What follows belongs to an exercise in optimizing a design on an open flow for small area; a production flow would make more cautious choices. In this exercise RTL edits were held to simulation tests only and were not proved equivalent to the original. Power is estimated from default activity; no workload was simulated.

==> flow/design.v (excerpt) <==
module anna_cpu (
    input  wire        clk,
    input  wire        rst,           
    input  wire        run_start,
    input  wire [15:0] run_budget,
    output reg         done,
    output wire [1:0]  stop_reason,   
    output wire [1:0]  fault_code,    
    output reg  [1:0]  status,        
    output wire [15:0] pc,
    output wire [31:0] cycles,
    output wire        mem_req,
    output wire        mem_we,
    output wire [15:0] mem_addr,
    output wire [15:0] mem_wdata,
    input  wire        mem_gnt,
    input  wire [15:0] mem_rdata,
    input  wire        in_valid,
    input  wire [15:0] in_data,
    output wire        in_pop,
    output wire        out_valid,
    output wire [1:0]  out_kind,      
    output wire [15:0] out_data
);
export LEC_CHECK = 0
export ABC_AREA = 1
export CAP_MARGIN = 20
export CORE_MARGIN = 2
export CORE_UTILIZATION = 75
export SLEW_MARGIN = 20
create_clock -name core_clock -period 10.0 [get_ports {clk}]
standard.sh (not shown) runs the stock make flow with config.mk's settings and CLKGATE_MAP_FILE= SYNTH_SCRIPT=/design/flow/synth_recipe.tcl, a recipe that flattens the netlist after the stock synthesis.
==> flow/flow/run.sh <==
#!/bin/bash
# Standard layout with three changes: an area-oriented ABC script in synthesis
# (registers are untouched), the smallest buffer cell on the ports, and a
# leaner clock tree. Each tool's log is in orfs/logs; make's output is in
# standard_flow.log.
set -euo pipefail
here=$(pwd)
export FLOW_ABC_SCRIPT="$here/flow/abc_area.script"
export BUFFER_PORTS_ARGS="-buffer_cell sky130_fd_sc_hd__buf_1"
export CTS_ARGS="-sink_clustering_enable -repair_clock_nets -sink_clustering_size 18 -sink_clustering_max_diameter 80 -buf_list {sky130_fd_sc_hd__clkbuf_8} -dont_use_dummy_load"
bash standard.sh "SYNTH_SCRIPT=$here/flow/synth.tcl" finish > standard_flow.log 2>&1
==> flow/flow/abc_area.script <==
strash
balance
rewrite
refactor
balance
rewrite
rewrite -z
balance
refactor -z
rewrite -z
balance
dch -f
amap
strash
dch -f
amap
strash
dch -f
amap
==> flow/flow/synth.tcl <==
# The standard flow's synthesis script (synth_recipe.tcl) with one change: the combinational
# logic is mapped by an area-oriented ABC script (flow/abc_area.script).
# Registers are mapped before ABC runs, so they are the standard synthesis's.
proc synth {args} { yosys synth -nofsm -noshare {*}$args }
proc abc {args} {
  set i [lsearch -exact $args -script]
  if {$i >= 0 && [string match *abc_area.script [lindex $args [expr {$i + 1}]]]} {
    lset args [expr {$i + 1}] $::env(FLOW_ABC_SCRIPT)
  }
  yosys abc {*}$args
}
source $::env(SCRIPTS_DIR)/synth.tcl
# left out here: clear keep_hierarchy, flatten, clean up, hide names made inside functions, write 1_2_yosys.v
The starting point went through all stages and came out clean.
==> next run, changes <==
--- a/flow/flow/run.sh
+++ b/flow/flow/run.sh
@@ -9,3 +9,3 @@
 export BUFFER_PORTS_ARGS="-buffer_cell sky130_fd_sc_hd__buf_1"
-export CTS_ARGS="-sink_clustering_enable -repair_clock_nets -sink_clustering_size 18 -sink_clustering_max_diameter 80 -buf_list {sky130_fd_sc_hd__clkbuf_8} -dont_use_dummy_load"
+export CTS_ARGS="-sink_clustering_enable -repair_clock_nets -sink_clustering_size 15 -sink_clustering_max_diameter 80 -buf_list {sky130_fd_sc_hd__clkbuf_8} -dont_use_dummy_load"
 bash standard.sh "SYNTH_SCRIPT=$here/flow/synth.tcl" finish > standard_flow.log 2>&1
==> flow/flow/abc_area.script (replaced) <==
strash
balance
rewrite
refactor
balance
rewrite
rewrite -z
balance
refactor -z
rewrite -z
balance
dch -f
amap
Settings changed: CORE_UTILIZATION 75 to 65.
Outcome:
- The changed run ran to the end with no violations
- power is lower by 1.1%
- worst setup slack got worse by 390 ps
- cell area is higher by 1.6%
- sequential power is about the same
- fmax goes down by 5.7%
- routed wire length went down by 12%

========
Another version of the RTL of anna_cpu (not shown whole).
For scale: ~1100 cells after synthesis, roughly 270 flip-flops, roughly 0.010 mm² of cells after synthesis.
## anna_cpu
module anna_cpu (
    input  wire        clk,
    input  wire        rst,           
    input  wire        run_start,
    input  wire [15:0] run_budget,
    output reg         done,
    output wire [1:0]  stop_reason,   
    output wire [1:0]  fault_code,    
    output reg  [1:0]  status,        
    output wire [15:0] pc,
    output wire [31:0] cycles,
    output wire        mem_req,
    output wire        mem_we,
    output wire [15:0] mem_addr,
    output wire [15:0] mem_wdata,
    input  wire        mem_gnt,
    input  wire [15:0] mem_rdata,
    input  wire        in_valid,
    input  wire [15:0] in_data,
    output wire        in_pop,
    output wire        out_valid,
    output wire [1:0]  out_kind,      
    output wire [15:0] out_data
);
    localparam [1:0] ST_HALTED = 2'd0, ST_RUNNING = 2'd1, ST_PAUSED = 2'd2;
    localparam [3:0] S_IDLE   = 4'd0,
                     S_START  = 4'd1,
                     S_FETCH  = 4'd2,
                     S_DATA   = 4'd3,
                     S_DEC    = 4'd4,
                     S_ALIGN  = 4'd5,
                     S_PASS   = 4'd6,
                     S_MEM    = 4'd7,
                     S_LDATA  = 4'd8,
                     S_OUT    = 4'd9,
                     S_COMMIT = 4'd10;
    reg [3:0]   st;
    reg [3:0]   ph;           
    reg [3:0]   pn;           
    reg         clr;          
    reg         stp;          
    reg [111:0] rf;           
    reg [15:0]  t, g;         
    reg [15:0]  a;            
    reg [15:0]  b;            
    reg [15:0]  ir;
  ...
clock: 10.0 ns
lec_check: 0
abc_area: 1
cap_margin: 20
core_margin: 2
core_utilization: 40
slew_margin: 20
==> flow/flow/run.sh <==
#!/bin/bash
# Standard layout, with the smallest buffer cell on the ports and a leaner clock tree.
set -euo pipefail
export BUFFER_PORTS_ARGS="-buffer_cell sky130_fd_sc_hd__buf_1"
export CTS_ARGS="-sink_clustering_enable -repair_clock_nets -sink_clustering_size 15 -sink_clustering_max_diameter 80 -buf_list {sky130_fd_sc_hd__clkbuf_8} -dont_use_dummy_load"
bash standard.sh > standard_flow.log 2>&1
Change:
ABC_AREA = unset   (was 1)
The new run ran to the end with no violations.
Area after synthesis is higher by 3.9%.
Design area is higher by 2.3%.
Critical path depth is higher by 7.
Wire length is higher by 3.9%.
Change:
==> flow/flow/run.sh (replaced) <==
#!/bin/bash
# Standard layout, with the smallest buffer cell on the ports and a leaner clock tree.
set -euo pipefail
export BUFFER_PORTS_ARGS="-buffer_cell sky130_fd_sc_hd__buf_1"
export CTS_ARGS="-sink_clustering_enable -repair_clock_nets -sink_clustering_size 30 -sink_clustering_max_diameter 150 -buf_list {sky130_fd_sc_hd__clkbuf_16} -dont_use_dummy_load"
bash standard.sh > standard_flow.log 2>&1
- routed wire length came out lower by 0.94%
- worst setup slack hardly moves
- power came out higher by 0.75%
- sequential power is about the same
- final area is about the same
Change:
==> flow/flow/run.sh (replaced) <==
#!/bin/bash
# Standard layout with three changes: an area-oriented ABC script in synthesis
# (registers are untouched), the smallest buffer cell on the ports, and a
# leaner clock tree. Each tool's log is in orfs/logs; make's output is in
# standard_flow.log.
set -euo pipefail
here=$(pwd)
export FLOW_ABC_SCRIPT="$here/flow/abc_area.script"
export BUFFER_PORTS_ARGS="-buffer_cell sky130_fd_sc_hd__buf_1"
export CTS_ARGS="-sink_clustering_enable -repair_clock_nets -sink_clustering_size 15 -sink_clustering_max_diameter 80 -buf_list {sky130_fd_sc_hd__clkbuf_8} -dont_use_dummy_load"
bash standard.sh "SYNTH_SCRIPT=$here/flow/synth.tcl" finish > standard_flow.log 2>&1
==> flow/flow/abc_area.script (new file) <==
strash
balance
rewrite
refactor
balance
rewrite
rewrite -z
balance
refactor -z
rewrite -z
balance
dch -f
amap
==> flow/flow/synth.tcl (new file) <==
# The standard flow's synthesis script (synth_recipe.tcl) with one change: the combinational
# logic is mapped by an area-oriented ABC script (flow/abc_area.script).
# Registers are mapped before ABC runs, so they are the standard synthesis's.
proc synth {args} { yosys synth -nofsm -noshare {*}$args }
proc abc {args} {
  set i [lsearch -exact $args -script]
  if {$i >= 0 && [string match *abc_area.script [lindex $args [expr {$i + 1}]]]} {
    lset args [expr {$i + 1}] $::env(FLOW_ABC_SCRIPT)
  }
  yosys abc {*}$args
}
source $::env(SCRIPTS_DIR)/synth.tcl
# left out here: clear keep_hierarchy, flatten, clean up, hide names made inside functions, write 1_2_yosys.v
ABC_AREA = 1   (was unset)
Total power decreases by a little under a tenth.
Routed wire length fell by a little under a tenth.
Combinational power went down by about a fifth.
Global-route usage grows by 0.84 points.

========
## indigo
anna_cpu, a different RTL version from the one above (not shown whole).
Size: about 970 cells after synthesis, about 260 flip-flops, ~0.0095 mm^2 of cells after synthesis.
// anna_cpu
module anna_cpu (
    input  wire        clk,
    input  wire        rst,           
    input  wire        run_start,
    input  wire [15:0] run_budget,
    output reg         done,
    output wire [1:0]  stop_reason,   
    output wire [1:0]  fault_code,    
    output reg  [1:0]  status,        
    output wire [15:0] pc,
    output wire [31:0] cycles,
    output wire        mem_req,
    output wire        mem_we,
    output wire [15:0] mem_addr,
    output wire [15:0] mem_wdata,
    input  wire        mem_gnt,
    input  wire [15:0] mem_rdata,
    input  wire        in_valid,
    input  wire [15:0] in_data,
    output wire        in_pop,
    output wire        out_valid,
    output wire [1:0]  out_kind,      
    output wire [15:0] out_data
);
Settings: LEC_CHECK=0, ABC_AREA=1, CAP_MARGIN=20, CORE_MARGIN=2, CORE_UTILIZATION=40, SLEW_MARGIN=20; clock period 10.0 ns.
==> flow/flow/run.sh <==
#!/bin/bash
# Standard layout with three changes: an area-oriented ABC script in synthesis
# (registers are untouched), the smallest buffer cell on the ports, and a
# leaner clock tree. Each tool's log is in orfs/logs; make's output is in
# standard_flow.log.
set -euo pipefail
here=$(pwd)
export FLOW_ABC_SCRIPT="$here/flow/abc_area.script"
export BUFFER_PORTS_ARGS="-buffer_cell sky130_fd_sc_hd__buf_1"
export CTS_ARGS="-sink_clustering_enable -repair_clock_nets -sink_clustering_size 20 -sink_clustering_max_diameter 90 -buf_list {sky130_fd_sc_hd__clkbuf_8} -dont_use_dummy_load"
bash standard.sh "SYNTH_SCRIPT=$here/flow/synth.tcl" finish > standard_flow.log 2>&1
==> flow/flow/abc_area.script <==
strash
balance
rewrite
refactor
balance
rewrite
rewrite -z
balance
refactor -z
rewrite -z
balance
dch -f
amap
==> flow/flow/synth.tcl <==
# The standard flow's synthesis script (synth_recipe.tcl) with one change: the combinational
# logic is mapped by an area-oriented ABC script (flow/abc_area.script).
# Registers are mapped before ABC runs, so they are the standard synthesis's.
proc synth {args} { yosys synth -nofsm -noshare {*}$args }
proc abc {args} {
  set i [lsearch -exact $args -script]
  if {$i >= 0 && [string match *abc_area.script [lindex $args [expr {$i + 1}]]]} {
    lset args [expr {$i + 1}] $::env(FLOW_ABC_SCRIPT)
  }
  yosys abc {*}$args
}
source $::env(SCRIPTS_DIR)/synth.tcl
# left out here: clear keep_hierarchy, flatten, clean up, hide names made inside functions, write 1_2_yosys.v
> inputs changed (indigo -> raven)
==> flow/flow/run.sh <==
#!/bin/bash
# Standard layout with three changes: an area-oriented ABC script in synthesis
# (registers are untouched), the smallest buffer cell on the ports, and a
# leaner clock tree. Each tool's log is in orfs/logs; make's output is in
# standard_flow.log.
set -euo pipefail
here=$(pwd)
export FLOW_ABC_SCRIPT="$here/flow/abc_area.script"
export BUFFER_PORTS_ARGS="-buffer_cell sky130_fd_sc_hd__buf_1"
export CTS_ARGS="-sink_clustering_enable -repair_clock_nets -sink_clustering_size 15 -sink_clustering_max_diameter 80 -buf_list {sky130_fd_sc_hd__clkbuf_8} -dont_use_dummy_load"
bash standard.sh "SYNTH_SCRIPT=$here/flow/synth.tcl" finish > standard_flow.log 2>&1
[summary]
- raven has completed all stages; timing, DRC and antenna checks passed.
- indigo: PASS, flow complete, no timing, DRC or antenna violations
- Cell count essentially unchanged between indigo and raven.
- Portion of total power attributed to the clock network, raven and indigo, lower one = indigo.
- Combinational cell fraction of total power: raven and indigo compared, lower one is raven
- Global-route wire length before repair: raven > indigo
- Measured against each other, raven and indigo differ in met3 routed wirelength, the lower figure coming from indigo.
- raven and indigo ended up with nearly the same routed wire length.
- Taking indigo as the reference point, the static leakage power of raven rises by 0.029 nW.
- Looking at number of CTS-inserted buffers across raven and indigo, the one that comes out higher is raven.
- Delta(worst setup slack, raven - indigo) > 0
- Compared with indigo, raven shows a final non-filler cell area that is 0.52% higher.
- raven and indigo ended up with roughly the same fill cell total of the finished layout.

==> what the ideal ports hide <==
Ports are ideal in the flow. The routed layouts listed here were re-timed in OpenROAD. Step 1 sets driving cells, clkbuf_16 on the clock port and buf_2 on the other inputs (assumed; they add their load-dependent delay and slew). Step 2 moves the port delays by t, midway between the first and last clock arrival at a register: inputs arrive t later, outputs are due t later. That takes back most of the time a late clock gives input paths. a / b / c = ideal ports / drivers / drivers and shift; a / b = the first two.
run | t (ns) | slack for setup (ns) | worst data-port slew with drivers (ns)
the first run of note 1 | 0.545 | 3.566 / 3.566 / 3.566 | 0.05
the second run of note 1 | 0.544 | 3.177 / 3.177 / 3.177 | 0.04
the first run of note 2 | 0.564 | 4.920 / 4.878 / 5.083 | 0.03
the second run of note 2 | 0.569 | 4.476 / 4.476 / 4.476 | 0.04
the third run of note 2 | 0.517 | 4.475 / 4.475 / 4.475 | 0.04
the fourth run of note 2 | 0.565 | 3.527 / 3.527 / 3.527 | 0.04
indigo | 0.535 | 2.907 / 2.907 / 2.907 | 0.03
raven | 0.562 | 2.963 / 2.963 / 2.963 | 0.03
After both steps every run listed still meets setup and hold.
